What follows belongs to an exercise in optimizing a design on an open flow for small area, a short achievable clock period and few clock cycles per item; a production flow would make more cautious choices.
In this exercise RTL edits were held to simulation tests only and were not proved equivalent to the original.

==> flow/design.v, too long to show whole: its modules and the start of the top module <==
// module dxt_codec: 129 lines
// module dxt_minmax: 49 lines
// module dxt_ctile: 2073 lines
// module dxt_atile: 295 lines
// module dxt_px_alpha: 37 lines
// module dxt_dec_pal: 607 lines
// module dxt_dec_out: 44 lines
// module dxt_px_color: 822 lines
module dxt_codec (
    input  wire         clk,
    input  wire         rst,
    input  wire         in_valid,
    output wire         in_ready,
    input  wire [2:0]   in_op,
    input  wire [511:0] in_data,
    output wire         out_valid,
    input  wire         out_ready,
    output wire [511:0] out_data
);
  // ...
==> flow/run.sh <==
#!/bin/bash
# synth_recipe.tcl (not shown) runs the flow's synth.tcl, then flattens the netlist and writes it again
# the make line also repeats each setting of config.mk as NAME=value (left out here)
make -C /OpenROAD-flow-scripts/flow DESIGN_CONFIG=/design/flow/config.mk WORK_HOME=/design/flow/orfs CLKGATE_MAP_FILE= SYNTH_SCRIPT=/design/flow/synth_recipe.tcl finish
==> flow/config.mk <==
export PLATFORM = sky130hd
export DESIGN_NAME = dxt_codec
export DESIGN_NICKNAME = dxt_codec
export VERILOG_FILES = /design/flow/design.v
export SDC_FILE = /design/flow/constraint.sdc
export NUM_CORES = 8
export LEC_CHECK = 0
export CAP_MARGIN = 20
export CORE_MARGIN = 2
export CORE_UTILIZATION = 40
export SLEW_MARGIN = 20
==> flow/constraint.sdc <==
create_clock -name core_clock -period 20.0 [get_ports {clk}]
set_input_delay 4.0000 -clock core_clock [delete_from_list [all_inputs] [get_ports {clk}]]
set_output_delay 4.0000 -clock core_clock [all_outputs]
set_load 0.01 [all_outputs]
==> implementation parameters, run 1 <==
Parameter                              Value

Finish
  Most common cell after layout, fill and taps aside ... sky130_fd_sc_hd__inv_1
  Count of inverters other than clock inverters in the layout ... 4796
  Multi-input combinational cell area ... 201000 µm²
  Clk tree area frac ... 2.18%
  Most frequent cells in the layout ... sky130_fd_sc_hd__inv_1 (4753), sky130_fd_sc_hd__fa_1 (3474), sky130_fd_sc_hd__nand2_1 (1750)
  Final-layout clock buffer total ... 218

Die
  Number of well taps ... 8968
  Core Box Area ... 677000 µm²
  Initial standard-cell utilization of the core ... 40.2%

Run status
  Status ... no timing/DRC/antenna violations

Hold path
  Worst hold path type ... flip-flop to flip-flop

Timing
  Post-route setup slack ... 4.90 ns
  Final setup vio count ... 0
  Measured slew at the worst slew-check pin ... 1.35 ns
  Final hold violations ... 0
  Min Clock Period, post-route ... 15.10 ns

Synthesis
  Share of cell area taken by muxes after synthesis ... 9.31%
  Top cells by instance count after synthesis ... sky130_fd_sc_hd__inv_1 (4768), sky130_fd_sc_hd__fa_1 (3474), sky130_fd_sc_hd__nand2_1 (1752), sky130_fd_sc_hd__clkbuf_1 (1745), sky130_fd_sc_hd__edfxtp_1 (1538)
  Share of the synthesized area in the top cell type ... 25.6%

Worst setup path
  Kind of critical path ... flip-flop to flip-flop
  Worst-path cell with the longest stage delay ... sky130_fd_sc_hd__edfxtp_1
  Worst Reg-to-Reg Cells ... 46
  R2R setup slack ... 4.90 ns

Flow run
  Number of max-cap violations ... 0

Route
  Sum of met2 wire segment lengths after detailed routing ... 545 mm
  Detailed-router iteration count before antenna repair ... 10
  Routed Wire Length ... 1390 mm
  Detailed router's first-iteration violation count ... 37039
  Detail-routed via count per cell ... 6.45
  Routed met1 length ... 531 mm
  Routed wire length on met3 ... 205 mm

Global routing
  Global routing met1 resource utilization ... 50.9%
  GR Overflow Total ... 0

Clocking
  Total clock sinks ... 1541
  Clock latency on the worst-skew pair ... 1.02 ns

Place
  Quantity of I/O buffers inserted on ports ... 1032
Testbench counts, summed over its fixed seeds: cycles 4,024, items 4,000.
==> module dxt_codec, before the edit <==
module dxt_codec (
    input  wire         clk,
    input  wire         rst,
    input  wire         in_valid,
    output wire         in_ready,
    input  wire [2:0]   in_op,
    input  wire [511:0] in_data,
    output wire         out_valid,
    input  wire         out_ready,
    output wire [511:0] out_data
);
    reg          v1, v2, ov;
    wire adv = !ov || out_ready;
    assign in_ready  = adv;
    assign out_valid = ov;
    always @(posedge clk) begin
        if (rst) begin
            v1 <= 1'b0;
            v2 <= 1'b0;
            ov <= 1'b0;
        end else if (adv) begin
            v1 <= in_valid;
            v2 <= v1;
            ov <= v2;
        end
    end
    reg  [2:0]   op1;
    reg  [511:0] t1;
    reg  [31:0]  hi1, lo1;
    wire [31:0]  mx, mn;
    dxt_minmax u_mm (.d(in_data), .mx(mx), .mn(mn));
    always @(posedge clk) begin
        if (adv) begin
            op1 <= in_op;
            t1  <= in_data;
            hi1 <= mx;
            lo1 <= mn;
        end
    end
    wire [23:0] M1w, M2w, M3w;
    wire [2:0]  SLw, SHw, ELw;
    wire [17:0] N1w, K2w, K23w;
    dxt_ctile u_ct (
        .hi(hi1[23:0]), .lo(lo1[23:0]),
        .M1(M1w), .M2(M2w), .M3(M3w), .SL(SLw), .SH(SHw), .EL(ELw),
        .N1(N1w), .K2(K2w), .K23(K23w)
    );
    wire [62:0] Uw;
    dxt_atile u_at (.amax(hi1[31:24]), .amin(lo1[31:24]), .U(Uw));
    reg  [2:0]   op2;
    reg  [511:0] t2;
    reg  [15:0]  ec0, ec1;
    reg  [7:0]   amax2, amin2;
    reg  [62:0]  U;
    reg  [23:0]  M1, M3;
    reg  [2:0]   SL, SH, EL;
    reg  [17:0]  N1, K2, K23;
    always @(posedge clk) begin
        if (adv) begin
            op2   <= op1;
            t2    <= t1;
            ec0   <= {hi1[7:3], hi1[15:10], hi1[23:19]};
            ec1   <= {lo1[7:3], lo1[15:10], lo1[23:19]};
            amax2 <= hi1[31:24];
            amin2 <= lo1[31:24];
            U     <= Uw;
            M1 <= M1w;  M3 <= M3w;
            SL <= SLw;  SH <= SHw;  EL <= ELw;
            N1 <= N1w;  K2 <= K2w;  K23 <= K23w;
        end
    end
    wire [23:0] M2 = {M1[22:16], 1'b0, M1[14:8], 1'b0, M1[6:0], 1'b0};
    wire [31:0] cidx;
    wire [47:0] aidx;
    genvar gp;
    generate
        for (gp = 0; gp < 16; gp = gp + 1) begin : g_px
            dxt_px_color u_c (
                .x  (t2[32*gp +: 24]),
                .M1 (M1), .M2 (M2), .M3 (M3),
                .SL (SL), .SH (SH), .EL (EL),
                .N1 (N1), .K2 (K2), .K23 (K23),
                .idx(cidx[2*gp +: 2])
            );
            dxt_px_alpha u_a (
                .a  (t2[32*gp + 24 +: 8]),
                .U  (U),
                .idx(aidx[3*gp +: 3])
            );
        end
    endgenerate
    wire        enc   = (op2[2:1] == 2'b00);
    wire        dec1  = (op2[2:1] == 2'b01);
    wire        resv  = (op2[2:1] == 2'b11);
    wire [63:0] cblk  = dec1 ? t2[63:0] : t2[127:64];
    wire [47:0] q23;
    wire [47:0] ap27;
    wire        three;
    dxt_dec_pal u_dp (.cblk(cblk[31:0]), .ha(op2 == 3'd3), .ablk(t2[15:0]),
                      .q23(q23), .ap27(ap27), .three(three));
    reg  [127:0] ob;
    reg  [47:0]  oq;             
    reg  [47:0]  oa;             
    reg          o_raw;          
    reg          o_d1;           
    reg          o_d3;           
    reg          o_three;        
    always @(posedge clk) begin
        if (adv) begin
            if (enc)
                ob <= op2[0] ? {cidx, ec1, ec0, aidx, amin2, amax2}
                             : {64'd0, cidx, ec1, ec0};
            else if (resv)
                ob <= 128'd0;
            else
                ob <= {t2[63:0], cblk};
            oq      <= q23;
            oa      <= ap27;
            o_raw   <= enc | resv;
            o_d1    <= dec1;
            o_d3    <= (op2 == 3'd4);
            o_three <= three;
        end
    end
    dxt_dec_out u_do (
        .ob(ob), .oq(oq), .oa(oa), .raw(o_raw), .d1(o_d1), .d3(o_d3), .three(o_three),
        .out_data(out_data)
    );
endmodule
==> inputs of run 2 (changes only) <==
--- a/flow/design.v
+++ b/flow/design.v
@@ -4,129 +4,145 @@
     input  wire         in_valid,
     output wire         in_ready,
     input  wire [2:0]   in_op,
     input  wire [511:0] in_data,
     output wire         out_valid,
     input  wire         out_ready,
     output wire [511:0] out_data
 );
-    reg          v1, v2, ov;
-    wire adv = !ov || out_ready;
-    assign in_ready  = adv;
+    reg          v1, v2, ov, sv;
+    wire en    = !sv;
+    wire ofree = !ov || out_ready;
+    assign in_ready  = en;
     assign out_valid = ov;
     always @(posedge clk) begin
         if (rst) begin
             v1 <= 1'b0;
             v2 <= 1'b0;
             ov <= 1'b0;
-        end else if (adv) begin
-            v1 <= in_valid;
-            v2 <= v1;
-            ov <= v2;
+            sv <= 1'b0;
+        end else begin
+            if (en) begin
+                v1 <= in_valid;
+                v2 <= v1;
+            end
+            if (sv) begin
+                if (ofree) begin
+                    ov <= 1'b1;
+                    sv <= 1'b0;
+                end
+            end else if (ofree) begin
+                ov <= v2;
+            end else begin
+                sv <= v2;
+            end
         end
     end
     reg  [2:0]   op1;
     reg  [511:0] t1;
     reg  [31:0]  hi1, lo1;
     wire [31:0]  mx, mn;
     dxt_minmax u_mm (.d(in_data), .mx(mx), .mn(mn));
     always @(posedge clk) begin
-        if (adv) begin
+        if (en) begin
             op1 <= in_op;
             t1  <= in_data;
             hi1 <= mx;
             lo1 <= mn;
         end
     end
     wire [23:0] M1w, M2w, M3w;
     wire [2:0]  SLw, SHw, ELw;
     wire [17:0] N1w, K2w, K23w;
     dxt_ctile u_ct (
         .hi(hi1[23:0]), .lo(lo1[23:0]),
         .M1(M1w), .M2(M2w), .M3(M3w), .SL(SLw), .SH(SHw), .EL(ELw),
         .N1(N1w), .K2(K2w), .K23(K23w)
     );
-    wire [62:0] Uw;
-    dxt_atile u_at (.amax(hi1[31:24]), .amin(lo1[31:24]), .U(Uw));
+    wire [62:0] U;
+    dxt_atile u_at (.amax(hi1[31:24]), .amin(lo1[31:24]), .U(U));
+    wire [47:0] aidxw;
+    genvar gp;
+    generate
+        for (gp = 0; gp < 16; gp = gp + 1) begin : g_pa
+            dxt_px_alpha u_a (
+                .a  (t1[32*gp + 24 +: 8]),
+                .U  (U),
+                .idx(aidxw[3*gp +: 3])
+            );
+        end
+    endgenerate
+    integer      k2;
     reg  [2:0]   op2;
     reg  [511:0] t2;
     reg  [15:0]  ec0, ec1;
     reg  [7:0]   amax2, amin2;
-    reg  [62:0]  U;
+    reg  [47:0]  aidx;
     reg  [23:0]  M1, M3;
     reg  [2:0]   SL, SH, EL;
     reg  [17:0]  N1, K2, K23;
     always @(posedge clk) begin
-        if (adv) begin
+        if (en) begin
             op2   <= op1;
-            t2    <= t1;
+            for (k2 = 0; k2 < 16; k2 = k2 + 1)
+                t2[32*k2 +: 24] <= t1[32*k2 +: 24];
+            for (k2 = 0; k2 < 4; k2 = k2 + 1)
+                t2[32*k2 + 24 +: 8] <= t1[32*k2 + 24 +: 8];
             ec0   <= {hi1[7:3], hi1[15:10], hi1[23:19]};
             ec1   <= {lo1[7:3], lo1[15:10], lo1[23:19]};
             amax2 <= hi1[31:24];
             amin2 <= lo1[31:24];
-            U     <= Uw;
+            aidx  <= aidxw;
             M1 <= M1w;  M3 <= M3w;
             SL <= SLw;  SH <= SHw;  EL <= ELw;
             N1 <= N1w;  K2 <= K2w;  K23 <= K23w;
         end
     end
     wire [23:0] M2 = {M1[22:16], 1'b0, M1[14:8], 1'b0, M1[6:0], 1'b0};
     wire [31:0] cidx;
-    wire [47:0] aidx;
-    genvar gp;
     generate
         for (gp = 0; gp < 16; gp = gp + 1) begin : g_px
             dxt_px_color u_c (
                 .x  (t2[32*gp +: 24]),
                 .M1 (M1), .M2 (M2), .M3 (M3),
                 .SL (SL), .SH (SH), .EL (EL),
                 .N1 (N1), .K2 (K2), .K23 (K23),
                 .idx(cidx[2*gp +: 2])
             );
-            dxt_px_alpha u_a (
-                .a  (t2[32*gp + 24 +: 8]),
-                .U  (U),
-                .idx(aidx[3*gp +: 3])
-            );
         end
     endgenerate
     wire        enc   = (op2[2:1] == 2'b00);
     wire        dec1  = (op2[2:1] == 2'b01);
     wire        resv  = (op2[2:1] == 2'b11);
     wire [63:0] cblk  = dec1 ? t2[63:0] : t2[127:64];
     wire [47:0] q23;
     wire [47:0] ap27;
     wire        three;
     dxt_dec_pal u_dp (.cblk(cblk[31:0]), .ha(op2 == 3'd3), .ablk(t2[15:0]),
                       .q23(q23), .ap27(ap27), .three(three));
-    reg  [127:0] ob;
-    reg  [47:0]  oq;             
-    reg  [47:0]  oa;             
-    reg          o_raw;          
-    reg          o_d1;           
-    reg          o_d3;           
-    reg          o_three;        
+    wire [127:0] rb = enc  ? (op2[0] ? {cidx, ec1, ec0, aidx, amin2, amax2}
+                                     : {64'd0, cidx, ec1, ec0}) :
+                      resv ? 128'd0 : {t2[63:0], cblk};
+    wire [227:0] res = {rb, q23, ap27, enc | resv, dec1, op2 == 3'd4, three};
+    reg  [227:0] sk;             
+    reg  [227:0] oreg;           
     always @(posedge clk) begin
-        if (adv) begin
-            if (enc)
-                ob <= op2[0] ? {cidx, ec1, ec0, aidx, amin2, amax2}
-                             : {64'd0, cidx, ec1, ec0};
-            else if (resv)
-                ob <= 128'd0;
-            else
-                ob <= {t2[63:0], cblk};
-            oq      <= q23;
-            oa      <= ap27;
-            o_raw   <= enc | resv;
-            o_d1    <= dec1;
-            o_d3    <= (op2 == 3'd4);
-            o_three <= three;
-        end
+        if (ofree)
+            oreg <= sv ? sk : res;
+        if (!sv && !ofree)
+            sk <= res;
     end
+    wire [127:0] ob      = oreg[227:100];
+    wire [47:0]  oq      = oreg[99:52];    
+    wire [47:0]  oa      = oreg[51:4];      
+    wire         o_raw   = oreg[3];         
+    wire         o_d1    = oreg[2];         
+    wire         o_d3    = oreg[1];         
+    wire         o_three = oreg[0];         
     dxt_dec_out u_do (
         .ob(ob), .oq(oq), .oa(oa), .raw(o_raw), .d1(o_d1), .d3(o_d3), .three(o_three),
         .out_data(out_data)
     );
 endmodule
 module dxt_minmax (
     input  wire [511:0] d,
     output reg  [31:0]  mx,
@@ -3544,513 +3560,325 @@
     wire w303 = w274 ^ w275 ^ w245;
     wire w304 = (w274 & w275) | (w274 & w245) | (w275 & w245);
     wire w305 = w276 ^ w277 ^ w249;
     wire w306 = (w276 & w277) | (w276 & w249) | (w277 & w249);
     wire w307 = w278 ^ w279 ^ N1[13];
     wire w308 = (w278 & w279) | (w278 & N1[13]) | (w279 & N1[13]);
     wire w309 = w280 ^ w252 ^ N1[14];
     wire w310 = (w280 & w252) | (w280 & N1[14]) | (w252 & N1[14]);
-    wire w311 = w281 & N1[0];
-    wire w312 = w281 | N1[0];
-    wire w313 = w282 & w283;
-    wire w314 = w282 | w283;
-    wire w315 = w284 & w285;
-    wire w316 = w284 | w285;
-    wire w317 = w286 & w287;
-    wire w318 = w286 | w287;
-    wire w319 = w288 & w289;
-    wire w320 = w288 | w289;
-    wire w321 = w290 & w291;
-    wire w322 = w290 | w291;
-    wire w323 = w292 & w293;
-    wire w324 = w292 | w293;
-    wire w325 = w294 & w295;
-    wire w326 = w294 | w295;
-    wire w327 = w296 & w297;
-    wire w328 = w296 | w297;
-    wire w329 = w298 & w299;
-    wire w330 = w298 | w299;
-    wire w331 = w300 & w301;
-    wire w332 = w300 | w301;
-    wire w333 = w302 & w303;
-    wire w334 = w302 | w303;
-    wire w335 = w304 & w305;
-    wire w336 = w304 | w305;
-    wire w337 = w306 & w307;
-    wire w338 = w306 | w307;
-    wire w339 = w308 & w309;
-    wire w340 = w308 | w309;
-    wire w341 = w310 & N1[15];
-    wire w342 = w310 | N1[15];
-    wire w343 = w313 | (w314 & w311);
-    wire w344 = w314 & w312;
-    wire w345 = w317 | (w318 & w315);
-    wire w346 = w318 & w316;
-    wire w347 = w321 | (w322 & w319);
-    wire w348 = w322 & w320;
-    wire w349 = w325 | (w326 & w323);
-    wire w350 = w326 & w324;
-    wire w351 = w329 | (w330 & w327);
-    wire w352 = w330 & w328;
-    wire w353 = w333 | (w334 & w331);
-    wire w354 = w334 & w332;
-    wire w355 = w337 | (w338 & w335);
-    wire w356 = w338 & w336;
-    wire w357 = w341 | (w342 & w339);
-    wire w358 = w342 & w340;
-    wire w359 = w345 | (w346 & w343);
-    wire w360 = w346 & w344;
-    wire w361 = w349 | (w350 & w347);
-    wire w362 = w350 & w348;
-    wire w363 = w353 | (w354 & w351);
-    wire w364 = w354 & w352;
-    wire w365 = w357 | (w358 & w355);
-    wire w366 = w358 & w356;
-    wire w367 = w361 | (w362 & w359);
-    wire w368 = w362 & w360;
-    wire w369 = w365 | (w366 & w363);
-    wire w370 = w366 & w364;
-    wire w371 = w369 | (w370 & w367);
-    wire w372 = w370 & w368;
-    wire w373 = 1'b0 | (N1[16] & w371);
-    wire w374 = N1[16] & w372;
-    wire w375 = N1[17] ^ w373;
-    wire w376 = ~w375;
-    wire w377 = (SL[0] & x[0]);
-    wire w378 = (SL[0] & x[1]) | (SH[0] & x[0]);
-    wire w379 = (SL[0] & x[2]) | (SH[0] & x[1]);
-    wire w380 = (SL[0] & x[3]) | (SH[0] & x[2]);
-    wire w381 = (SL[0] & x[4]) | (SH[0] & x[3]);
-    wire w382 = (SL[0] & x[5]) | (SH[0] & x[4]);
-    wire w383 = (SL[0] & x[6]) | (SH[0] & x[5]);
-    wire w384 = (SL[0] & x[7]) | (SH[0] & x[6]);
-    wire w385 = (SH[0] & x[7]);
-    wire w386 = (SL[1] & x[8]);
-    wire w387 = (SL[1] & x[9]) | (SH[1] & x[8]);
-    wire w388 = (SL[1] & x[10]) | (SH[1] & x[9]);
-    wire w389 = (SL[1] & x[11]) | (SH[1] & x[10]);
-    wire w390 = (SL[1] & x[12]) | (SH[1] & x[11]);
-    wire w391 = (SL[1] & x[13]) | (SH[1] & x[12]);
-    wire w392 = (SL[1] & x[14]) | (SH[1] & x[13]);
-    wire w393 = (SL[1] & x[15]) | (SH[1] & x[14]);
-    wire w394 = (SH[1] & x[15]);
-    wire w395 = (SL[2] & x[16]);
-    wire w396 = (SL[2] & x[17]) | (SH[2] & x[16]);
-    wire w397 = (SL[2] & x[18]) | (SH[2] & x[17]);
-    wire w398 = (SL[2] & x[19]) | (SH[2] & x[18]);
-    wire w399 = (SL[2] & x[20]) | (SH[2] & x[19]);
-    wire w400 = (SL[2] & x[21]) | (SH[2] & x[20]);
-    wire w401 = (SL[2] & x[22]) | (SH[2] & x[21]);
-    wire w402 = (SL[2] & x[23]) | (SH[2] & x[22]);
-    wire w403 = (SH[2] & x[23]);
-    wire w404 = w377 ^ w386;
-    wire w405 = w377 & w386;
-    wire w406 = w378 ^ w387 ^ w396;
-    wire w407 = (w378 & w387) | (w378 & w396) | (w387 & w396);
-    wire w408 = w379 ^ w388 ^ w397;
-    wire w409 = (w379 & w388) | (w379 & w397) | (w388 & w397);
-    wire w410 = w380 ^ w389 ^ w398;
-    wire w411 = (w380 & w389) | (w380 & w398) | (w389 & w398);
-    wire w412 = w381 ^ w390 ^ w399;
-    wire w413 = (w381 & w390) | (w381 & w399) | (w390 & w399);
-    wire w414 = w382 ^ w391 ^ w400;
-    wire w415 = (w382 & w391) | (w382 & w400) | (w391 & w400);
-    wire w416 = w383 ^ w392 ^ w401;
-    wire w417 = (w383 & w392) | (w383 & w401) | (w392 & w401);
-    wire w418 = w384 ^ w393 ^ w402;
-    wire w419 = (w384 & w393) | (w384 & w402) | (w393 & w402);
-    wire w420 = w385 ^ w394 ^ w403;
-    wire w421 = (w385 & w394) | (w385 & w403) | (w394 & w403);
-    wire w422 = EL[0] & x[0];
-    wire w423 = EL[0] & x[1];
-    wire w424 = EL[0] & x[2];
-    wire w425 = EL[0] & x[3];
-    wire w426 = EL[0] & x[4];
-    wire w427 = EL[0] & x[5];
-    wire w428 = EL[0] & x[6];
-    wire w429 = EL[0] & x[7];
-    wire w430 = EL[1] & x[8];
-    wire w431 = EL[1] & x[9];
-    wire w432 = EL[1] & x[10];
-    wire w433 = EL[1] & x[11];
-    wire w434 = EL[1] & x[12];
-    wire w435 = EL[1] & x[13];
-    wire w436 = EL[1] & x[14];
-    wire w437 = EL[1] & x[15];
-    wire w438 = EL[2] & x[16];
-    wire w439 = EL[2] & x[17];
-    wire w440 = EL[2] & x[18];
-    wire w441 = EL[2] & x[19];
-    wire w442 = EL[2] & x[20];
-    wire w443 = EL[2] & x[21];
-    wire w444 = EL[2] & x[22];
-    wire w445 = EL[2] & x[23];
-    wire w446 = w404 ^ w395;
-    wire w447 = w404 & w395;
-    wire w448 = w405 ^ w406 ^ w423;
-    wire w449 = (w405 & w406) | (w405 & w423) | (w406 & w423);
-    wire w450 = w407 ^ w408 ^ w424;
-    wire w451 = (w407 & w408) | (w407 & w424) | (w408 & w424);
-    wire w452 = w409 ^ w410 ^ w425;
-    wire w453 = (w409 & w410) | (w409 & w425) | (w410 & w425);
-    wire w454 = w411 ^ w412 ^ w426;
-    wire w455 = (w411 & w412) | (w411 & w426) | (w412 & w426);
-    wire w456 = w413 ^ w414 ^ w427;
-    wire w457 = (w413 & w414) | (w413 & w427) | (w414 & w427);
-    wire w458 = w415 ^ w416 ^ w428;
-    wire w459 = (w415 & w416) | (w415 & w428) | (w416 & w428);
-    wire w460 = w417 ^ w418 ^ w429;
-    wire w461 = (w417 & w418) | (w417 & w429) | (w418 & w429);
-    wire w462 = w446 ^ w422;
-    wire w463 = w446 & w422;
-    wire w464 = w447 ^ w448 ^ w431;
-    wire w465 = (w447 & w448) | (w447 & w431) | (w448 & w431);
-    wire w466 = w449 ^ w450 ^ w432;
-    wire w467 = (w449 & w450) | (w449 & w432) | (w450 & w432);
-    wire w468 = w451 ^ w452 ^ w433;
-    wire w469 = (w451 & w452) | (w451 & w433) | (w452 & w433);
-    wire w470 = w453 ^ w454 ^ w434;
-    wire w471 = (w453 & w454) | (w453 & w434) | (w454 & w434);
-    wire w472 = w455 ^ w456 ^ w435;
-    wire w473 = (w455 & w456) | (w455 & w435) | (w456 & w435);
-    wire w474 = w457 ^ w458 ^ w436;
-    wire w475 = (w457 & w458) | (w457 & w436) | (w458 & w436);
-    wire w476 = w459 ^ w460 ^ w437;
-    wire w477 = (w459 & w460) | (w459 & w437) | (w460 & w437);
-    wire w478 = w461 ^ w419;
-    wire w479 = w461 & w419;
-    wire w480 = w462 ^ w430;
-    wire w481 = w462 & w430;
-    wire w482 = w463 ^ w464 ^ w439;
-    wire w483 = (w463 & w464) | (w463 & w439) | (w464 & w439);
-    wire w484 = w465 ^ w466 ^ w440;
-    wire w485 = (w465 & w466) | (w465 & w440) | (w466 & w440);
-    wire w486 = w467 ^ w468 ^ w441;
-    wire w487 = (w467 & w468) | (w467 & w441) | (w468 & w441);
-    wire w488 = w469 ^ w470 ^ w442;
-    wire w489 = (w469 & w470) | (w469 & w442) | (w470 & w442);
-    wire w490 = w471 ^ w472 ^ w443;
-    wire w491 = (w471 & w472) | (w471 & w443) | (w472 & w443);
-    wire w492 = w473 ^ w474 ^ w444;
-    wire w493 = (w473 & w474) | (w473 & w444) | (w474 & w444);
-    wire w494 = w475 ^ w476 ^ w445;
-    wire w495 = (w475 & w476) | (w475 & w445) | (w476 & w445);
-    wire w496 = w477 ^ w478 ^ w420;
-    wire w497 = (w477 & w478) | (w477 & w420) | (w478 & w420);
-    wire w498 = w479 ^ w421;
-    wire w499 = w479 & w421;
-    wire w500 = w404 ^ w395;
-    wire w501 = w404 & w395;
-    wire w502 = w405 ^ w406 ^ w282;
-    wire w503 = (w405 & w406) | (w405 & w282) | (w406 & w282);
-    wire w504 = w407 ^ w408 ^ w284;
-    wire w505 = (w407 & w408) | (w407 & w284) | (w408 & w284);
-    wire w506 = w409 ^ w410 ^ w286;
-    wire w507 = (w409 & w410) | (w409 & w286) | (w410 & w286);
-    wire w508 = w411 ^ w412 ^ w288;
-    wire w509 = (w411 & w412) | (w411 & w288) | (w412 & w288);
-    wire w510 = w413 ^ w414 ^ w290;
-    wire w511 = (w413 & w414) | (w413 & w290) | (w414 & w290);
-    wire w512 = w415 ^ w416 ^ w292;
-    wire w513 = (w415 & w416) | (w415 & w292) | (w416 & w292);
-    wire w514 = w417 ^ w418 ^ w294;
-    wire w515 = (w417 & w418) | (w417 & w294) | (w418 & w294);
-    wire w516 = w419 ^ w420 ^ w296;
-    wire w517 = (w419 & w420) | (w419 & w296) | (w420 & w296);
-    wire w518 = w421 ^ w298;
-    wire w519 = w421 & w298;
-    wire w520 = w500 ^ w281;
-    wire w521 = w500 & w281;
-    wire w522 = w501 ^ w502 ^ w283;
-    wire w523 = (w501 & w502) | (w501 & w283) | (w502 & w283);
-    wire w524 = w503 ^ w504 ^ w285;
-    wire w525 = (w503 & w504) | (w503 & w285) | (w504 & w285);
-    wire w526 = w505 ^ w506 ^ w287;
-    wire w527 = (w505 & w506) | (w505 & w287) | (w506 & w287);
-    wire w528 = w507 ^ w508 ^ w289;
-    wire w529 = (w507 & w508) | (w507 & w289) | (w508 & w289);
-    wire w530 = w509 ^ w510 ^ w291;
-    wire w531 = (w509 & w510) | (w509 & w291) | (w510 & w291);
-    wire w532 = w511 ^ w512 ^ w293;
-    wire w533 = (w511 & w512) | (w511 & w293) | (w512 & w293);
-    wire w534 = w513 ^ w514 ^ w295;
-    wire w535 = (w513 & w514) | (w513 & w295) | (w514 & w295);
-    wire w536 = w515 ^ w516 ^ w297;
-    wire w537 = (w515 & w516) | (w515 & w297) | (w516 & w297);
-    wire w538 = w517 ^ w518 ^ w299;
-    wire w539 = (w517 & w518) | (w517 & w299) | (w518 & w299);
-    wire w540 = w519 ^ w300 ^ w301;
-    wire w541 = (w519 & w300) | (w519 & w301) | (w300 & w301);
-    wire w542 = w302 ^ w303;
-    wire w543 = w302 & w303;
-    wire w544 = w304 ^ w305;
-    wire w545 = w304 & w305;
-    wire w546 = w306 ^ w307;
-    wire w547 = w306 & w307;
-    wire w548 = w308 ^ w309;
-    wire w549 = w308 & w309;
-    wire w550 = w310 ^ N1[15];
-    wire w551 = w310 & N1[15];
-    wire w552 = w520 ^ N1[0];
-    wire w553 = w520 & N1[0];
-    wire w554 = w521 ^ w522 ^ K2[1];
-    wire w555 = (w521 & w522) | (w521 & K2[1]) | (w522 & K2[1]);
-    wire w556 = w523 ^ w524 ^ K2[2];
-    wire w557 = (w523 & w524) | (w523 & K2[2]) | (w524 & K2[2]);
-    wire w558 = w525 ^ w526 ^ K2[3];
-    wire w559 = (w525 & w526) | (w525 & K2[3]) | (w526 & K2[3]);
-    wire w560 = w527 ^ w528 ^ K2[4];
-    wire w561 = (w527 & w528) | (w527 & K2[4]) | (w528 & K2[4]);
-    wire w562 = w529 ^ w530 ^ K2[5];
-    wire w563 = (w529 & w530) | (w529 & K2[5]) | (w530 & K2[5]);
-    wire w564 = w531 ^ w532 ^ K2[6];
-    wire w565 = (w531 & w532) | (w531 & K2[6]) | (w532 & K2[6]);
-    wire w566 = w533 ^ w534 ^ K2[7];
-    wire w567 = (w533 & w534) | (w533 & K2[7]) | (w534 & K2[7]);
-    wire w568 = w535 ^ w536 ^ K2[8];
-    wire w569 = (w535 & w536) | (w535 & K2[8]) | (w536 & K2[8]);
-    wire w570 = w537 ^ w538 ^ K2[9];
-    wire w571 = (w537 & w538) | (w537 & K2[9]) | (w538 & K2[9]);
-    wire w572 = w539 ^ w540 ^ K2[10];
-    wire w573 = (w539 & w540) | (w539 & K2[10]) | (w540 & K2[10]);
-    wire w574 = w541 ^ w542 ^ K2[11];
-    wire w575 = (w541 & w542) | (w541 & K2[11]) | (w542 & K2[11]);
-    wire w576 = w543 ^ w544 ^ K2[12];
-    wire w577 = (w543 & w544) | (w543 & K2[12]) | (w544 & K2[12]);
-    wire w578 = w545 ^ w546 ^ K2[13];
-    wire w579 = (w545 & w546) | (w545 & K2[13]) | (w546 & K2[13]);
-    wire w580 = w547 ^ w548 ^ K2[14];
-    wire w581 = (w547 & w548) | (w547 & K2[14]) | (w548 & K2[14]);
-    wire w582 = w549 ^ w550 ^ K2[15];
-    wire w583 = (w549 & w550) | (w549 & K2[15]) | (w550 & K2[15]);
-    wire w584 = w551 ^ N1[16] ^ K2[16];
-    wire w585 = (w551 & N1[16]) | (w551 & K2[16]) | (N1[16] & K2[16]);
-    wire w586 = N1[17] ^ K2[17];
-    wire w587 = N1[17] & K2[17];
-    wire w588 = w552 & K2[0];
-    wire w589 = w552 | K2[0];
+    wire [17:0] w311 = {N1[17], N1[16], w310, w308, w306, w304, w302, w300, w298, w296, w294, w292, w290, w288, w286, w284, w282, w281} + {1'b0, 1'b0, N1[15], w309, w307, w305, w303, w301, w299, w297, w295, w293, w291, w289, w287, w285, w283, N1[0]};
+    wire w312 = ~w311[17];
+    wire w313 = (SL[0] & x[0]);
+    wire w314 = (SL[0] & x[1]) | (SH[0] & x[0]);
+    wire w315 = (SL[0] & x[2]) | (SH[0] & x[1]);
+    wire w316 = (SL[0] & x[3]) | (SH[0] & x[2]);
+    wire w317 = (SL[0] & x[4]) | (SH[0] & x[3]);
+    wire w318 = (SL[0] & x[5]) | (SH[0] & x[4]);
+    wire w319 = (SL[0] & x[6]) | (SH[0] & x[5]);
+    wire w320 = (SL[0] & x[7]) | (SH[0] & x[6]);
+    wire w321 = (SH[0] & x[7]);
+    wire w322 = (SL[1] & x[8]);
+    wire w323 = (SL[1] & x[9]) | (SH[1] & x[8]);
+    wire w324 = (SL[1] & x[10]) | (SH[1] & x[9]);
+    wire w325 = (SL[1] & x[11]) | (SH[1] & x[10]);
+    wire w326 = (SL[1] & x[12]) | (SH[1] & x[11]);
+    wire w327 = (SL[1] & x[13]) | (SH[1] & x[12]);
+    wire w328 = (SL[1] & x[14]) | (SH[1] & x[13]);
+    wire w329 = (SL[1] & x[15]) | (SH[1] & x[14]);
+    wire w330 = (SH[1] & x[15]);
+    wire w331 = (SL[2] & x[16]);
+    wire w332 = (SL[2] & x[17]) | (SH[2] & x[16]);
+    wire w333 = (SL[2] & x[18]) | (SH[2] & x[17]);
+    wire w334 = (SL[2] & x[19]) | (SH[2] & x[18]);
+    wire w335 = (SL[2] & x[20]) | (SH[2] & x[19]);
+    wire w336 = (SL[2] & x[21]) | (SH[2] & x[20]);
+    wire w337 = (SL[2] & x[22]) | (SH[2] & x[21]);
+    wire w338 = (SL[2] & x[23]) | (SH[2] & x[22]);
+    wire w339 = (SH[2] & x[23]);
+    wire w340 = w313 ^ w322;
+    wire w341 = w313 & w322;
+    wire w342 = w314 ^ w323 ^ w332;
+    wire w343 = (w314 & w323) | (w314 & w332) | (w323 & w332);
+    wire w344 = w315 ^ w324 ^ w333;
+    wire w345 = (w315 & w324) | (w315 & w333) | (w324 & w333);
+    wire w346 = w316 ^ w325 ^ w334;
+    wire w347 = (w316 & w325) | (w316 & w334) | (w325 & w334);
+    wire w348 = w317 ^ w326 ^ w335;
+    wire w349 = (w317 & w326) | (w317 & w335) | (w326 & w335);
+    wire w350 = w318 ^ w327 ^ w336;
+    wire w351 = (w318 & w327) | (w318 & w336) | (w327 & w336);
+    wire w352 = w319 ^ w328 ^ w337;
+    wire w353 = (w319 & w328) | (w319 & w337) | (w328 & w337);
+    wire w354 = w320 ^ w329 ^ w338;
+    wire w355 = (w320 & w329) | (w320 & w338) | (w329 & w338);
+    wire w356 = w321 ^ w330 ^ w339;
+    wire w357 = (w321 & w330) | (w321 & w339) | (w330 & w339);
+    wire [10:0] w358 = {1'b0, w357, w355, w353, w351, w349, w347, w345, w343, w341, w340} + {1'b0, 1'b0, w356, w354, w352, w350, w348, w346, w344, w342, w331};
+    wire w359 = EL[0] & x[0];
+    wire w360 = EL[0] & x[1];
+    wire w361 = EL[0] & x[2];
+    wire w362 = EL[0] & x[3];
+    wire w363 = EL[0] & x[4];
+    wire w364 = EL[0] & x[5];
+    wire w365 = EL[0] & x[6];
+    wire w366 = EL[0] & x[7];
+    wire w367 = EL[1] & x[8];
+    wire w368 = EL[1] & x[9];
+    wire w369 = EL[1] & x[10];
+    wire w370 = EL[1] & x[11];
+    wire w371 = EL[1] & x[12];
+    wire w372 = EL[1] & x[13];
+    wire w373 = EL[1] & x[14];
+    wire w374 = EL[1] & x[15];
+    wire w375 = EL[2] & x[16];
+    wire w376 = EL[2] & x[17];
+    wire w377 = EL[2] & x[18];
+    wire w378 = EL[2] & x[19];
+    wire w379 = EL[2] & x[20];
+    wire w380 = EL[2] & x[21];
+    wire w381 = EL[2] & x[22];
+    wire w382 = EL[2] & x[23];
+    wire w383 = w358[0] ^ w359;
+    wire w384 = w358[0] & w359;
+    wire w385 = w358[1] ^ w360 ^ w368;
+    wire w386 = (w358[1] & w360) | (w358[1] & w368) | (w360 & w368);
+    wire w387 = w358[2] ^ w361 ^ w369;
+    wire w388 = (w358[2] & w361) | (w358[2] & w369) | (w361 & w369);
+    wire w389 = w358[3] ^ w362 ^ w370;
+    wire w390 = (w358[3] & w362) | (w358[3] & w370) | (w362 & w370);
+    wire w391 = w358[4] ^ w363 ^ w371;
+    wire w392 = (w358[4] & w363) | (w358[4] & w371) | (w363 & w371);
+    wire w393 = w358[5] ^ w364 ^ w372;
+    wire w394 = (w358[5] & w364) | (w358[5] & w372) | (w364 & w372);
+    wire w395 = w358[6] ^ w365 ^ w373;
+    wire w396 = (w358[6] & w365) | (w358[6] & w373) | (w365 & w373);
+    wire w397 = w358[7] ^ w366 ^ w374;
+    wire w398 = (w358[7] & w366) | (w358[7] & w374) | (w366 & w374);
+    wire w399 = w383 ^ w367;
+    wire w400 = w383 & w367;
+    wire w401 = w384 ^ w385 ^ w376;
+    wire w402 = (w384 & w385) | (w384 & w376) | (w385 & w376);
+    wire w403 = w386 ^ w387 ^ w377;
+    wire w404 = (w386 & w387) | (w386 & w377) | (w387 & w377);
+    wire w405 = w388 ^ w389 ^ w378;
+    wire w406 = (w388 & w389) | (w388 & w378) | (w389 & w378);
+    wire w407 = w390 ^ w391 ^ w379;
+    wire w408 = (w390 & w391) | (w390 & w379) | (w391 & w379);
+    wire w409 = w392 ^ w393 ^ w380;
+    wire w410 = (w392 & w393) | (w392 & w380) | (w393 & w380);
+    wire w411 = w394 ^ w395 ^ w381;
+    wire w412 = (w394 & w395) | (w394 & w381) | (w395 & w381);
+    wire w413 = w396 ^ w397 ^ w382;
+    wire w414 = (w396 & w397) | (w396 & w382) | (w397 & w382);
+    wire w415 = w398 ^ w358[8];
+    wire w416 = w398 & w358[8];
+    wire [10:0] w417 = {w358[10], w416, w414, w412, w410, w408, w406, w404, w402, w400, w399} + {1'b0, w358[9], w415, w413, w411, w409, w407, w405, w403, w401, w375};
+    wire w418 = w311[0] ^ w358[0];
+    wire w419 = w311[0] & w358[0];
+    wire w420 = w311[1] ^ w358[1] ^ K2[1];
+    wire w421 = (w311[1] & w358[1]) | (w311[1] & K2[1]) | (w358[1] & K2[1]);
+    wire w422 = w311[2] ^ w358[2] ^ K2[2];
+    wire w423 = (w311[2] & w358[2]) | (w311[2] & K2[2]) | (w358[2] & K2[2]);
+    wire w424 = w311[3] ^ w358[3] ^ K2[3];
+    wire w425 = (w311[3] & w358[3]) | (w311[3] & K2[3]) | (w358[3] & K2[3]);
+    wire w426 = w311[4] ^ w358[4] ^ K2[4];
+    wire w427 = (w311[4] & w358[4]) | (w311[4] & K2[4]) | (w358[4] & K2[4]);
+    wire w428 = w311[5] ^ w358[5] ^ K2[5];
+    wire w429 = (w311[5] & w358[5]) | (w311[5] & K2[5]) | (w358[5] & K2[5]);
+    wire w430 = w311[6] ^ w358[6] ^ K2[6];
+    wire w431 = (w311[6] & w358[6]) | (w311[6] & K2[6]) | (w358[6] & K2[6]);
+    wire w432 = w311[7] ^ w358[7] ^ K2[7];
+    wire w433 = (w311[7] & w358[7]) | (w311[7] & K2[7]) | (w358[7] & K2[7]);
+    wire w434 = w311[8] ^ w358[8] ^ K2[8];
+    wire w435 = (w311[8] & w358[8]) | (w311[8] & K2[8]) | (w358[8] & K2[8]);
+    wire w436 = w311[9] ^ w358[9] ^ K2[9];
+    wire w437 = (w311[9] & w358[9]) | (w311[9] & K2[9]) | (w358[9] & K2[9]);
+    wire w438 = w311[10] ^ w358[10] ^ K2[10];
+    wire w439 = (w311[10] & w358[10]) | (w311[10] & K2[10]) | (w358[10] & K2[10]);
+    wire w440 = w311[11] ^ K2[11];
+    wire w441 = w311[11] & K2[11];
+    wire w442 = w311[12] ^ K2[12];
+    wire w443 = w311[12] & K2[12];
+    wire w444 = w311[13] ^ K2[13];
+    wire w445 = w311[13] & K2[13];
+    wire w446 = w311[14] ^ K2[14];
+    wire w447 = w311[14] & K2[14];
+    wire w448 = w311[15] ^ K2[15];
+    wire w449 = w311[15] & K2[15];
+    wire w450 = w311[16] ^ K2[16];
+    wire w451 = w311[16] & K2[16];
+    wire w452 = w311[17] ^ K2[17];
+    wire w453 = w311[17] & K2[17];
+    wire w454 = w418 & K2[0];
+    wire w455 = w418 | K2[0];
+    wire w456 = w419 & w420;
+    wire w457 = w419 | w420;
+    wire w458 = w421 & w422;
+    wire w459 = w421 | w422;
+    wire w460 = w423 & w424;
+    wire w461 = w423 | w424;
+    wire w462 = w425 & w426;
+    wire w463 = w425 | w426;
+    wire w464 = w427 & w428;
+    wire w465 = w427 | w428;
+    wire w466 = w429 & w430;
+    wire w467 = w429 | w430;
+    wire w468 = w431 & w432;
+    wire w469 = w431 | w432;
+    wire w470 = w433 & w434;
+    wire w471 = w433 | w434;
+    wire w472 = w435 & w436;
+    wire w473 = w435 | w436;
+    wire w474 = w437 & w438;
+    wire w475 = w437 | w438;
+    wire w476 = w439 & w440;
+    wire w477 = w439 | w440;
+    wire w478 = w441 & w442;
+    wire w479 = w441 | w442;
+    wire w480 = w443 & w444;
+    wire w481 = w443 | w444;
+    wire w482 = w445 & w446;
+    wire w483 = w445 | w446;
+    wire w484 = w447 & w448;
+    wire w485 = w447 | w448;
+    wire w486 = w449 & w450;
+    wire w487 = w449 | w450;
+    wire w488 = w456 | (w457 & w454);
+    wire w489 = w457 & w455;
+    wire w490 = w460 | (w461 & w458);
+    wire w491 = w461 & w459;
+    wire w492 = w464 | (w465 & w462);
+    wire w493 = w465 & w463;
+    wire w494 = w468 | (w469 & w466);
+    wire w495 = w469 & w467;
+    wire w496 = w472 | (w473 & w470);
+    wire w497 = w473 & w471;
+    wire w498 = w476 | (w477 & w474);
+    wire w499 = w477 & w475;
+    wire w500 = w480 | (w481 & w478);
+    wire w501 = w481 & w479;
+    wire w502 = w484 | (w485 & w482);
+    wire w503 = w485 & w483;
+    wire w504 = w490 | (w491 & w488);
+    wire w505 = w491 & w489;
+    wire w506 = w494 | (w495 & w492);
+    wire w507 = w495 & w493;
+    wire w508 = w498 | (w499 & w496);
+    wire w509 = w499 & w497;
+    wire w510 = w502 | (w503 & w500);
+    wire w511 = w503 & w501;
+    wire w512 = w506 | (w507 & w504);
+    wire w513 = w507 & w505;
+    wire w514 = w510 | (w511 & w508);
+    wire w515 = w511 & w509;
+    wire w516 = w514 | (w515 & w512);
+    wire w517 = w515 & w513;
+    wire w518 = w486 | (w487 & w516);
+    wire w519 = w487 & w517;
+    wire w520 = w451 ^ w452 ^ w518;
+    wire w521 = ~w520;
+    wire w522 = w311[0] ^ w417[0];
+    wire w523 = w311[0] & w417[0];
+    wire w524 = w311[1] ^ w417[1] ^ K23[1];
+    wire w525 = (w311[1] & w417[1]) | (w311[1] & K23[1]) | (w417[1] & K23[1]);
+    wire w526 = w311[2] ^ w417[2] ^ K23[2];
+    wire w527 = (w311[2] & w417[2]) | (w311[2] & K23[2]) | (w417[2] & K23[2]);
+    wire w528 = w311[3] ^ w417[3] ^ K23[3];
+    wire w529 = (w311[3] & w417[3]) | (w311[3] & K23[3]) | (w417[3] & K23[3]);
+    wire w530 = w311[4] ^ w417[4] ^ K23[4];
+    wire w531 = (w311[4] & w417[4]) | (w311[4] & K23[4]) | (w417[4] & K23[4]);
+    wire w532 = w311[5] ^ w417[5] ^ K23[5];
+    wire w533 = (w311[5] & w417[5]) | (w311[5] & K23[5]) | (w417[5] & K23[5]);
+    wire w534 = w311[6] ^ w417[6] ^ K23[6];
+    wire w535 = (w311[6] & w417[6]) | (w311[6] & K23[6]) | (w417[6] & K23[6]);
+    wire w536 = w311[7] ^ w417[7] ^ K23[7];
+    wire w537 = (w311[7] & w417[7]) | (w311[7] & K23[7]) | (w417[7] & K23[7]);
+    wire w538 = w311[8] ^ w417[8] ^ K23[8];
+    wire w539 = (w311[8] & w417[8]) | (w311[8] & K23[8]) | (w417[8] & K23[8]);
+    wire w540 = w311[9] ^ w417[9] ^ K23[9];
+    wire w541 = (w311[9] & w417[9]) | (w311[9] & K23[9]) | (w417[9] & K23[9]);
+    wire w542 = w311[10] ^ w417[10] ^ K23[10];
+    wire w543 = (w311[10] & w417[10]) | (w311[10] & K23[10]) | (w417[10] & K23[10]);
+    wire w544 = w311[11] ^ K23[11];
+    wire w545 = w311[11] & K23[11];
+    wire w546 = w311[12] ^ K23[12];
+    wire w547 = w311[12] & K23[12];
+    wire w548 = w311[13] ^ K23[13];
+    wire w549 = w311[13] & K23[13];
+    wire w550 = w311[14] ^ K23[14];
+    wire w551 = w311[14] & K23[14];
+    wire w552 = w311[15] ^ K23[15];
+    wire w553 = w311[15] & K23[15];
+    wire w554 = w311[16] ^ K23[16];
+    wire w555 = w311[16] & K23[16];
+    wire w556 = w311[17] ^ K23[17];
+    wire w557 = w311[17] & K23[17];
+    wire w558 = w522 & K23[0];
+    wire w559 = w522 | K23[0];
+    wire w560 = w523 & w524;
+    wire w561 = w523 | w524;
+    wire w562 = w525 & w526;
+    wire w563 = w525 | w526;
+    wire w564 = w527 & w528;
+    wire w565 = w527 | w528;
+    wire w566 = w529 & w530;
+    wire w567 = w529 | w530;
+    wire w568 = w531 & w532;
+    wire w569 = w531 | w532;
+    wire w570 = w533 & w534;
+    wire w571 = w533 | w534;
+    wire w572 = w535 & w536;
+    wire w573 = w535 | w536;
+    wire w574 = w537 & w538;
+    wire w575 = w537 | w538;
+    wire w576 = w539 & w540;
+    wire w577 = w539 | w540;
+    wire w578 = w541 & w542;
+    wire w579 = w541 | w542;
+    wire w580 = w543 & w544;
+    wire w581 = w543 | w544;
+    wire w582 = w545 & w546;
+    wire w583 = w545 | w546;
+    wire w584 = w547 & w548;
+    wire w585 = w547 | w548;
+    wire w586 = w549 & w550;
+    wire w587 = w549 | w550;
+    wire w588 = w551 & w552;
+    wire w589 = w551 | w552;
     wire w590 = w553 & w554;
     wire w591 = w553 | w554;
-    wire w592 = w555 & w556;
-    wire w593 = w555 | w556;
-    wire w594 = w557 & w558;
-    wire w595 = w557 | w558;
-    wire w596 = w559 & w560;
-    wire w597 = w559 | w560;
-    wire w598 = w561 & w562;
-    wire w599 = w561 | w562;
-    wire w600 = w563 & w564;
-    wire w601 = w563 | w564;
-    wire w602 = w565 & w566;
-    wire w603 = w565 | w566;
-    wire w604 = w567 & w568;
-    wire w605 = w567 | w568;
-    wire w606 = w569 & w570;
-    wire w607 = w569 | w570;
-    wire w608 = w571 & w572;
-    wire w609 = w571 | w572;
-    wire w610 = w573 & w574;
-    wire w611 = w573 | w574;
-    wire w612 = w575 & w576;
-    wire w613 = w575 | w576;
-    wire w614 = w577 & w578;
-    wire w615 = w577 | w578;
-    wire w616 = w579 & w580;
-    wire w617 = w579 | w580;
-    wire w618 = w581 & w582;
-    wire w619 = w581 | w582;
-    wire w620 = w583 & w584;
-    wire w621 = w583 | w584;
-    wire w622 = w590 | (w591 & w588);
-    wire w623 = w591 & w589;
-    wire w624 = w594 | (w595 & w592);
-    wire w625 = w595 & w593;
-    wire w626 = w598 | (w599 & w596);
-    wire w627 = w599 & w597;
-    wire w628 = w602 | (w603 & w600);
-    wire w629 = w603 & w601;
-    wire w630 = w606 | (w607 & w604);
-    wire w631 = w607 & w605;
-    wire w632 = w610 | (w611 & w608);
-    wire w633 = w611 & w609;
-    wire w634 = w614 | (w615 & w612);
-    wire w635 = w615 & w613;
-    wire w636 = w618 | (w619 & w616);
-    wire w637 = w619 & w617;
-    wire w638 = w624 | (w625 & w622);
-    wire w639 = w625 & w623;
-    wire w640 = w628 | (w629 & w626);
-    wire w641 = w629 & w627;
-    wire w642 = w632 | (w633 & w630);
-    wire w643 = w633 & w631;
-    wire w644 = w636 | (w637 & w634);
-    wire w645 = w637 & w635;
-    wire w646 = w640 | (w641 & w638);
-    wire w647 = w641 & w639;
-    wire w648 = w644 | (w645 & w642);
-    wire w649 = w645 & w643;
-    wire w650 = w648 | (w649 & w646);
-    wire w651 = w649 & w647;
-    wire w652 = w620 | (w621 & w650);
-    wire w653 = w621 & w651;
-    wire w654 = w585 ^ w586 ^ w652;
-    wire w655 = ~w654;
-    wire w656 = w480 ^ w438;
-    wire w657 = w480 & w438;
-    wire w658 = w481 ^ w482 ^ w282;
-    wire w659 = (w481 & w482) | (w481 & w282) | (w482 & w282);
-    wire w660 = w483 ^ w484 ^ w284;
-    wire w661 = (w483 & w484) | (w483 & w284) | (w484 & w284);
-    wire w662 = w485 ^ w486 ^ w286;
-    wire w663 = (w485 & w486) | (w485 & w286) | (w486 & w286);
-    wire w664 = w487 ^ w488 ^ w288;
-    wire w665 = (w487 & w488) | (w487 & w288) | (w488 & w288);
-    wire w666 = w489 ^ w490 ^ w290;
-    wire w667 = (w489 & w490) | (w489 & w290) | (w490 & w290);
-    wire w668 = w491 ^ w492 ^ w292;
-    wire w669 = (w491 & w492) | (w491 & w292) | (w492 & w292);
-    wire w670 = w493 ^ w494 ^ w294;
-    wire w671 = (w493 & w494) | (w493 & w294) | (w494 & w294);
-    wire w672 = w495 ^ w496 ^ w296;
-    wire w673 = (w495 & w496) | (w495 & w296) | (w496 & w296);
-    wire w674 = w497 ^ w498 ^ w298;
-    wire w675 = (w497 & w498) | (w497 & w298) | (w498 & w298);
-    wire w676 = w499 ^ w300;
-    wire w677 = w499 & w300;
-    wire w678 = w656 ^ w281;
-    wire w679 = w656 & w281;
-    wire w680 = w657 ^ w658 ^ w283;
-    wire w681 = (w657 & w658) | (w657 & w283) | (w658 & w283);
-    wire w682 = w659 ^ w660 ^ w285;
-    wire w683 = (w659 & w660) | (w659 & w285) | (w660 & w285);
-    wire w684 = w661 ^ w662 ^ w287;
-    wire w685 = (w661 & w662) | (w661 & w287) | (w662 & w287);
-    wire w686 = w663 ^ w664 ^ w289;
-    wire w687 = (w663 & w664) | (w663 & w289) | (w664 & w289);
-    wire w688 = w665 ^ w666 ^ w291;
-    wire w689 = (w665 & w666) | (w665 & w291) | (w666 & w291);
-    wire w690 = w667 ^ w668 ^ w293;
-    wire w691 = (w667 & w668) | (w667 & w293) | (w668 & w293);
-    wire w692 = w669 ^ w670 ^ w295;
-    wire w693 = (w669 & w670) | (w669 & w295) | (w670 & w295);
-    wire w694 = w671 ^ w672 ^ w297;
-    wire w695 = (w671 & w672) | (w671 & w297) | (w672 & w297);
-    wire w696 = w673 ^ w674 ^ w299;
-    wire w697 = (w673 & w674) | (w673 & w299) | (w674 & w299);
-    wire w698 = w675 ^ w676 ^ w301;
-    wire w699 = (w675 & w676) | (w675 & w301) | (w676 & w301);
-    wire w700 = w677 ^ w302 ^ w303;
-    wire w701 = (w677 & w302) | (w677 & w303) | (w302 & w303);
-    wire w702 = w304 ^ w305;
-    wire w703 = w304 & w305;
-    wire w704 = w306 ^ w307;
-    wire w705 = w306 & w307;
-    wire w706 = w308 ^ w309;
-    wire w707 = w308 & w309;
-    wire w708 = w310 ^ N1[15];
-    wire w709 = w310 & N1[15];
-    wire w710 = w678 ^ N1[0];
-    wire w711 = w678 & N1[0];
-    wire w712 = w679 ^ w680 ^ K23[1];
-    wire w713 = (w679 & w680) | (w679 & K23[1]) | (w680 & K23[1]);
-    wire w714 = w681 ^ w682 ^ K23[2];
-    wire w715 = (w681 & w682) | (w681 & K23[2]) | (w682 & K23[2]);
-    wire w716 = w683 ^ w684 ^ K23[3];
-    wire w717 = (w683 & w684) | (w683 & K23[3]) | (w684 & K23[3]);
-    wire w718 = w685 ^ w686 ^ K23[4];
-    wire w719 = (w685 & w686) | (w685 & K23[4]) | (w686 & K23[4]);
-    wire w720 = w687 ^ w688 ^ K23[5];
-    wire w721 = (w687 & w688) | (w687 & K23[5]) | (w688 & K23[5]);
-    wire w722 = w689 ^ w690 ^ K23[6];
-    wire w723 = (w689 & w690) | (w689 & K23[6]) | (w690 & K23[6]);
-    wire w724 = w691 ^ w692 ^ K23[7];
-    wire w725 = (w691 & w692) | (w691 & K23[7]) | (w692 & K23[7]);
-    wire w726 = w693 ^ w694 ^ K23[8];
-    wire w727 = (w693 & w694) | (w693 & K23[8]) | (w694 & K23[8]);
-    wire w728 = w695 ^ w696 ^ K23[9];
-    wire w729 = (w695 & w696) | (w695 & K23[9]) | (w696 & K23[9]);
-    wire w730 = w697 ^ w698 ^ K23[10];
-    wire w731 = (w697 & w698) | (w697 & K23[10]) | (w698 & K23[10]);
-    wire w732 = w699 ^ w700 ^ K23[11];
-    wire w733 = (w699 & w700) | (w699 & K23[11]) | (w700 & K23[11]);
-    wire w734 = w701 ^ w702 ^ K23[12];
-    wire w735 = (w701 & w702) | (w701 & K23[12]) | (w702 & K23[12]);
-    wire w736 = w703 ^ w704 ^ K23[13];
-    wire w737 = (w703 & w704) | (w703 & K23[13]) | (w704 & K23[13]);
-    wire w738 = w705 ^ w706 ^ K23[14];
-    wire w739 = (w705 & w706) | (w705 & K23[14]) | (w706 & K23[14]);
-    wire w740 = w707 ^ w708 ^ K23[15];
-    wire w741 = (w707 & w708) | (w707 & K23[15]) | (w708 & K23[15]);
-    wire w742 = w709 ^ N1[16] ^ K23[16];
-    wire w743 = (w709 & N1[16]) | (w709 & K23[16]) | (N1[16] & K23[16]);
-    wire w744 = N1[17] ^ K23[17];
-    wire w745 = N1[17] & K23[17];
-    wire w746 = w710 & K23[0];
-    wire w747 = w710 | K23[0];
-    wire w748 = w711 & w712;
-    wire w749 = w711 | w712;
-    wire w750 = w713 & w714;
-    wire w751 = w713 | w714;
-    wire w752 = w715 & w716;
-    wire w753 = w715 | w716;
-    wire w754 = w717 & w718;
-    wire w755 = w717 | w718;
-    wire w756 = w719 & w720;
-    wire w757 = w719 | w720;
-    wire w758 = w721 & w722;
-    wire w759 = w721 | w722;
-    wire w760 = w723 & w724;
-    wire w761 = w723 | w724;
-    wire w762 = w725 & w726;
-    wire w763 = w725 | w726;
-    wire w764 = w727 & w728;
-    wire w765 = w727 | w728;
-    wire w766 = w729 & w730;
-    wire w767 = w729 | w730;
-    wire w768 = w731 & w732;
-    wire w769 = w731 | w732;
-    wire w770 = w733 & w734;
-    wire w771 = w733 | w734;
-    wire w772 = w735 & w736;
-    wire w773 = w735 | w736;
-    wire w774 = w737 & w738;
-    wire w775 = w737 | w738;
-    wire w776 = w739 & w740;
-    wire w777 = w739 | w740;
-    wire w778 = w741 & w742;
-    wire w779 = w741 | w742;
-    wire w780 = w748 | (w749 & w746);
-    wire w781 = w749 & w747;
-    wire w782 = w752 | (w753 & w750);
-    wire w783 = w753 & w751;
-    wire w784 = w756 | (w757 & w754);
-    wire w785 = w757 & w755;
-    wire w786 = w760 | (w761 & w758);
-    wire w787 = w761 & w759;
-    wire w788 = w764 | (w765 & w762);
-    wire w789 = w765 & w763;
-    wire w790 = w768 | (w769 & w766);
-    wire w791 = w769 & w767;
-    wire w792 = w772 | (w773 & w770);
-    wire w793 = w773 & w771;
-    wire w794 = w776 | (w777 & w774);
-    wire w795 = w777 & w775;
-    wire w796 = w782 | (w783 & w780);
-    wire w797 = w783 & w781;
-    wire w798 = w786 | (w787 & w784);
-    wire w799 = w787 & w785;
-    wire w800 = w790 | (w791 & w788);
-    wire w801 = w791 & w789;
-    wire w802 = w794 | (w795 & w792);
-    wire w803 = w795 & w793;
-    wire w804 = w798 | (w799 & w796);
-    wire w805 = w799 & w797;
-    wire w806 = w802 | (w803 & w800);
-    wire w807 = w803 & w801;
-    wire w808 = w806 | (w807 & w804);
-    wire w809 = w807 & w805;
-    wire w810 = w778 | (w779 & w808);
-    wire w811 = w779 & w809;
-    wire w812 = w743 ^ w744 ^ w810;
-    wire w813 = ~w812;
-    assign idx = w376 ? 2'd1 : w655 ? 2'd3 : w813 ? 2'd2 : 2'd0;
+    wire w592 = w560 | (w561 & w558);
+    wire w593 = w561 & w559;
+    wire w594 = w564 | (w565 & w562);
+    wire w595 = w565 & w563;
+    wire w596 = w568 | (w569 & w566);
+    wire w597 = w569 & w567;
+    wire w598 = w572 | (w573 & w570);
+    wire w599 = w573 & w571;
+    wire w600 = w576 | (w577 & w574);
+    wire w601 = w577 & w575;
+    wire w602 = w580 | (w581 & w578);
+    wire w603 = w581 & w579;
+    wire w604 = w584 | (w585 & w582);
+    wire w605 = w585 & w583;
+    wire w606 = w588 | (w589 & w586);
+    wire w607 = w589 & w587;
+    wire w608 = w594 | (w595 & w592);
+    wire w609 = w595 & w593;
+    wire w610 = w598 | (w599 & w596);
+    wire w611 = w599 & w597;
+    wire w612 = w602 | (w603 & w600);
+    wire w613 = w603 & w601;
+    wire w614 = w606 | (w607 & w604);
+    wire w615 = w607 & w605;
+    wire w616 = w610 | (w611 & w608);
+    wire w617 = w611 & w609;
+    wire w618 = w614 | (w615 & w612);
+    wire w619 = w615 & w613;
+    wire w620 = w618 | (w619 & w616);
+    wire w621 = w619 & w617;
+    wire w622 = w590 | (w591 & w620);
+    wire w623 = w591 & w621;
+    wire w624 = w555 ^ w556 ^ w622;
+    wire w625 = ~w624;
+    assign idx = w312 ? 2'd1 : w521 ? 2'd3 : w625 ? 2'd2 : 2'd0;
 endmodule
==> flow/flow/run.sh (new file) <==
#!/bin/bash
# Own layout flow: the standard ORFS flow with two changes. Synthesis maps
# the logic with ABC alone (no full/half-adder cell extraction) using the
# script in flow/abc.script, and the layout's timing repair aims for the setup
# slack margin in flow/margin.txt (the clock and constraints are unchanged). The registers must come out exactly as in the standard
# synthesis (same names and cell types); run.sh checks this and falls back to
# the standard netlist if they do not.
set -uo pipefail
D=$(pwd)
P=${FLOW_PLATFORM:-sky130hd}
MK=(make -C "$FLOW_HOME" DESIGN_CONFIG="$D/config.mk" CLKGATE_MAP_FILE= CAP_MARGIN=20 CORE_MARGIN=2 CORE_UTILIZATION=40 SLEW_MARGIN=20)

# 1. the standard synthesis, for reference
"${MK[@]}" WORK_HOME="$D/orfs_std" SYNTH_SCRIPT="$D/synth_recipe.tcl" synth > "$D/synth_standard.log" 2>&1 \
  || { echo "standard synthesis failed"; exit 1; }
STD="$D/orfs_std/results/$P/dxt_codec/base/1_2_yosys.v"

# 2. this flow's synthesis, in the layout's work folder
export OWN_ABC_SCRIPT="$D/flow/abc.script"
"${MK[@]}" WORK_HOME="$D/orfs" SYNTH_SCRIPT="$D/flow/own_synth.tcl" synth > "$D/synth_own.log" 2>&1 \
  || { echo "own synthesis failed"; exit 1; }
OWN="$D/orfs/results/$P/dxt_codec/base/1_2_yosys.v"

regs() { python3 "$D/flow/regs.py" "$1"; }
if ! cmp -s <(regs "$STD") <(regs "$OWN"); then
  echo "register sets differ; using the standard netlist"
  diff <(regs "$STD") <(regs "$OWN") | head -20
  cp "$STD" "$OWN"
  touch "$OWN"
fi

# 4. the rest of the standard flow on that netlist, as standard.sh runs it
#    but with the repair margin
M=$(cat "$D/flow/margin.txt")
"${MK[@]}" WORK_HOME="$D/orfs" SYNTH_SCRIPT="$D/synth_recipe.tcl" SETUP_SLACK_MARGIN="$M" finish > "$D/layout.log" 2>&1 \
  || { echo "layout failed"; tail -20 "$D/layout.log"; exit 1; }
F="$D/orfs/results/$P/dxt_codec/base/6_final.odb"
: # left out here: write the final layout as DEF
==> flow/flow/abc.script (new file) <==
strash
dch
map -B 0.9
topo
stime -c
buffer -c
upsize -c
dnsize -c
==> flow/flow/margin.txt (new file) <==
12
==> flow/flow/own_synth.tcl (new file) <==
# The standard synthesis (synth_recipe.tcl) with two changes: no full/half
# adder extraction (ADDER_MAP_FILE cleared), and the final ABC mapping uses
# the script named by OWN_ABC_SCRIPT.
proc synth {args} { yosys synth -nofsm -noshare {*}$args }
proc abc {args} {
  set i [lsearch -exact $args -script]
  if {$i >= 0} { lset args [expr {$i + 1}] $::env(OWN_ABC_SCRIPT) }
  yosys abc {*}$args
}
set ::env(ADDER_MAP_FILE) ""
source $::env(SCRIPTS_DIR)/synth.tcl
# left out here: clear keep_hierarchy, flatten, clean up, hide names made inside functions, write 1_2_yosys.v
==> flow/flow/regs.py (new file) <==
# Lists a netlist's flip-flops as "instance cell-type" (drive strength dropped).
import re, sys
txt = open(sys.argv[1]).read()
out = []
for cell, inst in re.findall(r"\b(sky130_fd_sc_hd__\w*(?:df|dl)\w*?)_\d+\s+(\\?\S+)\s*\(", txt):
    out.append(f"{inst} {cell}")
print("\n".join(sorted(out)))
==> flow/standard.sh (new file) <==
#!/bin/bash
# synth_recipe.tcl (not shown) runs the flow's synth.tcl, then flattens the netlist and writes it again
# the make line also repeats each setting of config.mk as NAME=value (left out here)
make -C /OpenROAD-flow-scripts/flow DESIGN_CONFIG=/design/flow/config.mk WORK_HOME=/design/flow/orfs CLKGATE_MAP_FILE= SYNTH_SCRIPT=/design/flow/synth_recipe.tcl "${@:-finish}"
removed: flow/run.sh
==> run 2 against run 1 <==
Now fails the layout checks on antenna rules. Worst setup slack improved by 3.1 ns. Global-route usage rose by 4.6 points. Register-to-register slack improved by 3.1 ns. First-iteration DRC count rose by 13%. Clock skew rose by 0.025 ns. Largest cell class unchanged.
==> implementation parameters, run 2 <==
Parameter                              Value

Place
  Routability-driven placement congestion ratio ... 1.05
  Quantity of I/O buffers inserted on ports ... 1032 (unchanged)

Synthesis
  Cells after synthesis ... 30057
  YS warnings ... 12
  Post-synth design cell area ... 275000 µm²
  Nets in the synthesized netlist ... 34889

Route
  Detailed-router iteration count before antenna repair ... 10 (unchanged)
  Routed met1 length ... 558 mm (+5.3%)
  Detailed router's first-iteration violation count ... 41978 (+13%)
  Routed Wire Length ... 1590 mm (+14%)
  Sum of met2 wire segment lengths after detailed routing ... 613 mm (+13%)
  Post-route DRC ... 0
  Detail-routed via count per cell ... 6.72 (+4.1%)
  DRT antenna net count ... 4
  Total vias in the final route ... 280393
  Drt wl/cell ... 38.0 µm
  Top layer used by detailed routing ... met5
  Routed wire length on met3 ... 243 mm (+19%)

Timing
  Worst slew margin relative to its limit ... 6.31%
  Final setup vio count ... 0 (unchanged)
  Setup Skew ... 0.101 ns
  Final hold violations ... 0 (unchanged)
  Period utilisation layout ... 60.0%
  Max-slew violation total from the final report ... 0
  Measured slew at the worst slew-check pin ... 1.41 ns (+0.0540 ns)
  Min Clock Period, post-route ... 11.99 ns (-3.11 ns)
  Post-Route Setup TNS ... 0 ns

Worst setup path
  Worst-path cell with the longest stage delay ... sky130_fd_sc_hd__fa_2
  Worst path required time ... 20.76 ns
  Kind of critical path ... flip-flop to flip-flop
  Crit path largest cell delay ... 0.62 ns
  Sort of element at the start of the critical path ... flip-flop
  Arr. time, crit path ... 12.76 ns

Finish
  Number of flip-flops under the largest register name ... 512
  Register containing the most flip-flops in the final layout ... t1
  Proportion of layout cells with a drive suffix above 1 ... 27.1%
  Most frequent cells in the layout ... sky130_fd_sc_hd__inv_1 (3561), sky130_fd_sc_hd__fa_1 (2449), sky130_fd_sc_hd__buf_4 (2024)
  Total Nets Final ... 36769
  Area growth, synth to finish ... 26.1%
  Most common cell after layout, fill and taps aside ... sky130_fd_sc_hd__inv_1
  Final Util ... 50.6%

Die
  Row count ... 304
  Core Box Area ... 685000 µm² (+1.2%)
  I/O pins ... 1033
  Initial standard-cell utilization of the core ... 40.1% (-0.084 points)
  Die Footprint ... 693000 µm²

Hold path
  Worst hold path type ... flip-flop to flip-flop

Clocking
  Reg clk slew, reported paths ... 0.07 ns
  Clock latency on the worst-skew pair ... 1.06 ns (+0.04 ns)
  Max Buffers Root-to-Sink ... 4
  Total clock sinks ... 1659 (+7.7%)
  Number of buffers added to fix hold violations after cts ... 0
  Number of levels the H-tree was split into ... 4
  Clock tree from TritonCTS ... done
  Clock Tree Root ... sky130_fd_sc_hd__clkbuf_16

Global routing
  Maximum number of pins on one net before global-route repair ... 149
  Global-route wire length before repair ... 2130 mm
  Number of antenna violations at the first check in global routing ... 364
  Number of global-route vias before repair ... 263252
  GR Overflow Total ... 0 (unchanged)

Flow run
  Number of max-cap violations ... 0 (unchanged)

Run status
  Violated checks ... antenna rules
  Status ... failed layout checks
==> run 2: layout make-up <==
cell class              instances  area (µm²)
multi-input cells           22414      223000
clock buffers                 235        5310
well taps                    9180       11500
inverters                    3798       14600
clock inverters               138        1550
repair buffers               3859       39100
repair inverters                1        11.3
fillers                     62606      339000
flip-flops and latches       1659       49800
diodes                        455        1140
==> run 2: worst max-delay path: cells and delay by family, from the launching register on <==
kind,cells,cell delay [ns]
AO/OA/AOI/OAI,9,1.57
XOR/XNOR,3,0.48
adder cells (fa/ha/maj),14,4.70
buffers and inverters,13,1.58
flip-flops,1,0.43
AND/OR/NAND/NOR,15,2.94
==> run 2: metal layers <==
layer,GRT usage [%],vias up
met4,37.0,134
met3,20.0,6622
li1,-,111413
met2,58.9,23760
met5,1.54,-
met1,52.4,138464
==> run 2: what timing repair did <==
action | in CTS | in global routing
setup buffers | 1306 | 419
setup endpoints to repair | 892 | 504
gates resized for setup | 5181 | 1495
pin swaps | 1800 | 1338
gates cloned | 106 | 15
==> run 2: per-stage QoR <==
step / setup slack (ns) / std cells / cell area, µm² / hold WS (ns)
6_report: 8.01 / 41739 / 346000 / 0.352
5_1_grt: 7.65 / 41481 / 346000 / 0.375
4_1_cts: 8.16 / 40837 / 335000 / 0.352
3_5_place_dp: 2.56 / 39052 / 297000 / 0.405
3_3_place_gp: 2.28 / 39051 / 297000 / 0.400
2_1_floorplan: 3.81 / 30057 / 275000 / 0.400
==> run 2: path summary, 6_finish.rpt <==
check	slack [ns]	startpoint	cells after the start	endpoint
worst max-delay path	8.01	hi1[24]$_DFFE_PN_	54	aidx[11]$_DFFE_PN_
worst max register to register	8.01	hi1[24]$_DFFE_PN_	54	aidx[11]$_DFFE_PN_
worst min register to register	0.35	t1[277]$_DFFE_PN_	0	g_px[8].u_c.x[21]$_DFFE_PN_
worst min-delay path	0.35	t1[277]$_DFFE_PN_	0	g_px[8].u_c.x[21]$_DFFE_PN_
Testbench counts of run 2, summed over its fixed seeds: cycles 4,024, items 4,000.

-- port drivers added, routing unchanged --
No port has a modelled driver above. Below, the same layouts with a new extraction and two added sets of constraints. Step 1 (the two cells are an assumption about what drives the block):
set clk [get_ports {clk}]
set_driving_cell -lib_cell sky130_fd_sc_hd__clkbuf_16 $clk
set_driving_cell -lib_cell sky130_fd_sc_hd__buf_2 [delete_from_list [all_inputs] $clk]
Step 2 times the ports against the registers' clock, not the clock port: input delays grow and output delays shrink by t, the midpoint of the rising clock arrivals with the driver on. a / b / c = no drivers / after step 1 / after step 2; a / b = the first two.
| run | t (ns) | setup slack, ns | worst slew at a driven data input, ns | pins driven straight from the clock port |
|---|---|---|---|---|
| run 1 | 1.118 | 4.896 / 4.896 / 4.896 | 0.38 | 1 |
| run 2 | 1.144 | 8.006 / 8.006 / 8.006 | 0.49 | 1 |
